Background: an optimization exercise with open tools, aiming at small area, a short achievable clock period and few clock cycles. Do not read the settings as production practice. In this exercise RTL edits were held to simulation tests only and were not proved equivalent to the original. Power and IR drop assume default switching activity.

Design ark3_core, start of the top module:
module ark3_core (
    input  wire         clk,
    input  wire         rst,         
    input  wire         cmd_valid,
    output wire         cmd_ready,
    input  wire [31:0]  cmd_word,
    input  wire [191:0] cmd_data,
    output reg          done,
    output reg  [63:0]  result,
    output wire [15:0]  status
);
    localparam [7:0] OP_NOP     = 8'h00, OP_GFMUL  = 8'h01, OP_GFADD  = 8'h02,
                     OP_SBOX    = 8'h08, OP_SUB    = 8'h09, OP_PERM   = 8'h0A,
                     OP_MIX     = 8'h0B, OP_RT     = 8'h0C,
                     OP_BSETKEY = 8'h10, OP_BENC   = 8'h11, OP_BDEC   = 8'h12,
                     OP_CSETKEY = 8'h20, OP_CENC   = 8'h21, OP_CDEC   = 8'h22;
    localparam [3:0] E_NONE = 4'd0, E_ILLEGAL_OP = 4'd1, E_RSVD_FIELD = 4'd2,
                     E_BAD_INDEX = 4'd3, E_NO_KEY = 4'd4, E_NO_CFB = 4'd5,
                     E_UNIMPLEMENTED = 4'd6;
    reg [63:0]  kc;            
    reg [63:0]  ks;            
    reg         keyed;
    reg         cfb_rdy;
    reg [3:0]  kpos;
    reg [3:0]  err;
    reg         busy;
    reg [63:0]  xr;            
    reg [3:0]   perr;          
    reg         c_mul, c_add, c_sbox, c_sub, c_perm, c_mix, c_rt;
    reg         c_bset, c_benc, c_cset, c_cenc, c_cdec;
    reg         cfb, regen;    
    assign cmd_ready = !rst && !busy;
    assign status    = {4'b0000, kpos, err, 1'b0, cfb_rdy, keyed, busy};
    wire [7:0]  op  = cmd_word[7:0];
    wire [3:0]  idx = cmd_word[11:8];
    wire [19:0] rsv = cmd_word[31:12];
    reg op_legal;
    always @* begin
        case (op)
            OP_NOP, OP_GFMUL, OP_GFADD, OP_SBOX, OP_SUB, OP_PERM, OP_MIX, OP_RT,
  ...
For scale: roughly 5000 cells after synthesis, ~280 flip-flops, about 310 I/O pins.
clock: 10.0 ns
lec_check: 0
abc_area: 1
cap_margin: 20
core_margin: 2
core_utilization: 40
place_density: 0.6
setup_slack_margin: 5
slew_margin: 20
run.sh (not shown) runs the stock make flow with config.mk's settings and CLKGATE_MAP_FILE= SYNTH_SCRIPT=/design/flow/synth_recipe.tcl, a recipe that flattens the netlist after the stock synthesis.
The starting point went through all stages and came out clean.
Testbench counts at the start, summed over its fixed seeds: cycles 5,624.
Next try:
ABC_AREA = not set   (was 1)
What happened: The new run completed without violations. Routed wire length shrinks by 5.6%. Worst hold slack is worse by 4.6 ps. Setup slack gets better by 94 ps. Via count came out lower by 12%. Synthesized cell count goes down by 17%.

* * *

north:
Another version of the RTL of ark3_core (not shown whole).
Size: roughly 290 flip-flops, roughly 35,000 sq um of cells after synthesis.
clock: 10.0 ns
lec_check: 0
cap_margin: 20
core_margin: 2
core_utilization: 50
place_density: 0.65
setup_slack_margin: 5
slew_margin: 20
synth_hierarchical: 1
synth_minimum_keep_size: 0
standard.sh (not shown) runs the stock make flow with config.mk's settings and CLKGATE_MAP_FILE= SYNTH_SCRIPT=/design/flow/synth_recipe.tcl, a recipe that flattens the netlist after the stock synthesis.
==> flow/flow/run.sh <==
#!/bin/bash
set -euo pipefail
bash standard.sh SETUP_SLACK_MARGIN=5.6 finish > orfs_flow.log 2>&1
Testbench counts of north, summed over its fixed seeds: cycles 5,624.
Changes in south relative to north:
==> flow/flow/run.sh <==
#!/bin/bash
# Standard ORFS layout (the standard.sh, synthesis unchanged) with two
# changes to how the layout is made:
#  - timing repair is asked to leave a larger setup slack, so that the achieved
#    period (the clock period less the setup slack) comes out shorter;
set -euo pipefail
bash standard.sh SETUP_SLACK_MARGIN=5.6 "BUFFER_PORTS_ARGS=-buffer_cell sky130_fd_sc_hd__buf_2" finish > orfs_flow.log 2>&1
==> summary.txt <==
- Looking at worst reg-to-reg path cell count, south sits below north.
- [compare] base=north new=south: sequential cell fraction of total power rose 0.6 points, combinational group share of total power decreased 1.8 points.
- Going from north to south, clock skew now sits higher, count of non-filler cells in the finished layout now sits lower, storage element area now sits at about the same level, sequential share of cell area now sits higher.
- Worst setup slack after layout in south is 130 ps lower than in north
- Looking at south and north, the worst-case hold slack is a wash.
- Between north and south, overall power of the completed layout decreased.
- south vs. north: leakage component of the power went down by about 5.6%.

## port drivers added, routing unchanged
No port has a modelled driver above. Below, the same layouts with a new extraction and two added sets of constraints.
Step 1, drivers: a clkbuf_16 drives clk and a buf_2 each remaining input, both assumed.
Step 2 times the ports against the registers' clock, not the clock port: input delays grow and output delays shrink by t, the midpoint of the rising clock arrivals with the driver on.
Slacks: no drivers / after step 1 / after step 2; pairs: no drivers / after step 1.
run	t, ns	slack for setup (ns)	clock arrival spread, ns	worst slew at a driven data input, ns	pins driven straight from the clock port
the first run of note 1	0.643	4.744 / 4.794 / 4.151	0.035 / 0.035	0.12	1
the second run of note 1	0.619	4.838 / 4.867 / 4.247	0.030 / 0.031	0.22	1
north	0.623	5.409 / 5.441 / 4.819	0.025 / 0.025	0.22	1
south	0.633	5.282 / 5.316 / 4.683	0.032 / 0.033	0.15	1
After both steps every run listed still meets setup and hold. The setup slack of south, which loses most, moves by +0.034 ns with the drivers and by -0.599 ns with both steps.
